This is an optimization exercise on Yosys and OpenROAD, whose aim is small area, not a production implementation. At most, simulation tests tie the RTL to the original design; equivalence was not proved.

// cp_slot_engine
module cp_slot_engine (
    input  wire        clk,
    input  wire        rst,
    input  wire [3:0]  dip,
    input  wire        res_ok,
    input  wire        tick,
    input  wire        sample,
    input  wire        btn_check,
    input  wire        btn_write,
    input  wire        fa_rsp,
    input  wire [2:0]  fa_status,
    input  wire        fa_flag,
    input  wire [31:0] fa_size,
    input  wire [3:0]  st_idx,
    output wire [3:0]  mux_addr,
    output wire [15:0] led,
    output wire        fa_req,
    output wire [2:0]  fa_cmd,
    output wire [3:0]  fa_speed,
    output wire        arch_req,
    output wire        busy,
    output wire        ready,
    output wire        gerr,
    output wire        fatal,
    output wire [2:0]  run_err,
    output wire [2:0]  fatal_code,
    output wire [1:0]  evt,
    output wire [8:0]  st_data
);
Size: roughly 850 cells after synthesis, roughly 200 flip-flops, ~100 I/O pins.
==> flow/config.mk <==
export PLATFORM = sky130hd
export DESIGN_NAME = cp_slot_engine
export DESIGN_NICKNAME = cp_slot_engine
export VERILOG_FILES = /design/flow/design.v
export SDC_FILE = /design/flow/constraint.sdc
export NUM_CORES = 4
export LEC_CHECK = 0
export CAP_MARGIN = 20
export CORE_MARGIN = 2
export CORE_UTILIZATION = 55
export CTS_BUF_LIST = sky130_fd_sc_hd__clkbuf_8
export SLEW_MARGIN = 20
==> flow/constraint.sdc <==
create_clock -name core_clock -period 10.0 [get_ports {clk}]
set_input_delay 2.0000 -clock core_clock [delete_from_list [all_inputs] [get_ports {clk}]]
set_output_delay 2.0000 -clock core_clock [all_outputs]
set_load 0.01 [all_outputs]
standard.sh (not shown) runs the stock make flow with config.mk's settings and CLKGATE_MAP_FILE= SYNTH_SCRIPT=/design/flow/synth_recipe.tcl, a recipe that flattens the netlist after the stock synthesis.
==> flow/flow/run.sh <==
#!/bin/bash
# The standard layout with these changes:
#  - synthesis maps the logic with an area-oriented ABC script (flow/abc_area.script);
#    everything else in synthesis, registers included, is synth_recipe.tcl's;
#  - the port buffers are buf_1 instead of ORFS's default cell;
set -euo pipefail
here=$PWD
cat flow/abc_override.tcl synth_recipe.tcl > "$here/area_synth.tcl"
export FLOW_ABC_SCRIPT="$here/flow/abc_area.script"
bash standard.sh SYNTH_SCRIPT="$here/area_synth.tcl" \
  BUFFER_PORTS_ARGS="-buffer_cell sky130_fd_sc_hd__buf_1" \
  CTS_ARGS="-sink_clustering_enable -repair_clock_nets -buf_list sky130_fd_sc_hd__clkbuf_8 -dont_use_dummy_load" \
  finish > standard.log 2>&1
==> flow/flow/abc_area.script <==
&get -n
&st
&deepsyn -T 60
&dch -f
&nf -a -R 1000
&put
mfs2 -W 8
strash
&get -n
&dch -f
&nf -a -R 1000
&put
==> flow/flow/abc_override.tcl <==
# Prepended to synth_recipe.tcl: every abc call runs the area script next to
# this file instead of ORFS's speed script. Registers are untouched.
proc abc {args} {
  set i [lsearch -exact $args -script]
  if {$i >= 0} { set args [lreplace $args [expr {$i+1}] [expr {$i+1}] $::env(FLOW_ABC_SCRIPT)] }
  yosys abc {*}$args
}
Change:
--- a/flow/design.v
+++ b/flow/design.v
@@ -107,26 +107,26 @@
     output reg         fa_req,
     output reg  [2:0]  fa_cmd,
     output reg         arch_req,
     output reg         gerr,
     output wire [2:0]  run_err,
     output wire [15:0] m_fast,
     output wire [15:0] m_slow,
     output wire [15:0] m_on,
     output wire [15:0] m_data,
     output wire [8:0]  st_data
 );
-    localparam PH_IDLE   = 4'd5,  PH_START  = 4'd7,  PH_SELECT = 4'd4,  PH_S2     = 4'd0,
-               PH_S1     = 4'd10,  PH_S0     = 4'd8,  PH_DETECT = 4'd14,  PH_READ   = 4'd2,
-               PH_ARCHIVE= 4'd9,  PH_WRITE  = 4'd6,  PH_VERIFY = 4'd1, PH_NEXT   = 4'd3,
-               PH_BOOT0  = 4'd11, PH_BOOTD  = 4'd15, PH_BOOTR  = 4'd13, PH_FATAL  = 4'd12;
+    localparam PH_IDLE   = 4'd3,  PH_START  = 4'd8,  PH_SELECT = 4'd14,  PH_S2     = 4'd1,
+               PH_S1     = 4'd12,  PH_S0     = 4'd0,  PH_DETECT = 4'd15,  PH_READ   = 4'd5,
+               PH_ARCHIVE= 4'd6,  PH_WRITE  = 4'd7,  PH_VERIFY = 4'd2, PH_NEXT   = 4'd10,
+               PH_BOOT0  = 4'd13, PH_BOOTD  = 4'd4, PH_BOOTR  = 4'd9, PH_FATAL  = 4'd11;
     localparam RC_ABS = 3'd0, RC_MATCH = 3'd1, RC_OK = 3'd2, RC_MISM = 3'd4,
                RC_VFY = 3'd5, RC_RD  = 3'd6, RC_WR = 3'd7;
     localparam E_OK = 3'd0, E_NOCHIP = 3'd1, E_READ = 3'd3, E_WRITE = 3'd4, E_VERIFY = 3'd5;
     localparam C_NONE = 3'd0, C_DETECT = 3'd1, C_READ = 3'd2, C_WRITE = 3'd3, C_VERIFY = 3'd4;
     reg [3:0]  phase, phase_n;
     reg        wfw, wfw_n;           
     reg [3:0]  cur, cur_n;
     reg        rf, rf_n;             
     reg        gerr_n;
     reg [31:0] ref_size;
     reg [1:0]  rec0, rec0_n;         
=> Synthesized area falls by 0.78%. Wire length went down by 4.4%. Clock-buffer cell count stays the same. Sequential share of layout area came out higher by 0.42 points. Synthesized cell count stays the same. First-iteration DRC count falls by 8.0%.
For the first run of this note, only the layout was checked, not whether the RTL still works.

## static timing again, ports no longer ideal
The flow's constraints put no driver on any port. The routed layouts listed below were extracted and timed again, unchanged, in two steps.
Step 1 (the two cells are an assumption about what drives the block):
set clk [get_ports {clk}]
set_driving_cell -lib_cell sky130_fd_sc_hd__clkbuf_16 $clk
set_driving_cell -lib_cell sky130_fd_sc_hd__buf_2 [delete_from_list [all_inputs] $clk]
Step 2 times the ports against the registers' clock, not the clock port: input delays grow and output delays shrink by t, the midpoint of the rising clock arrivals with the driver on.
a / b / c = ideal ports / drivers / drivers and shift; a / b = the first two.
run	shift t [ns]	slack for setup (ns)	worst setup path at the end
the first run	0.505	3.700 / 3.655 / 3.655	input to output
the second run	0.491	3.829 / 3.805 / 3.805	input to output
After both steps every run listed still meets setup and hold. The setup slack of the first run, which loses most, moves by -0.045 ns with the drivers and by -0.045 ns with both steps.
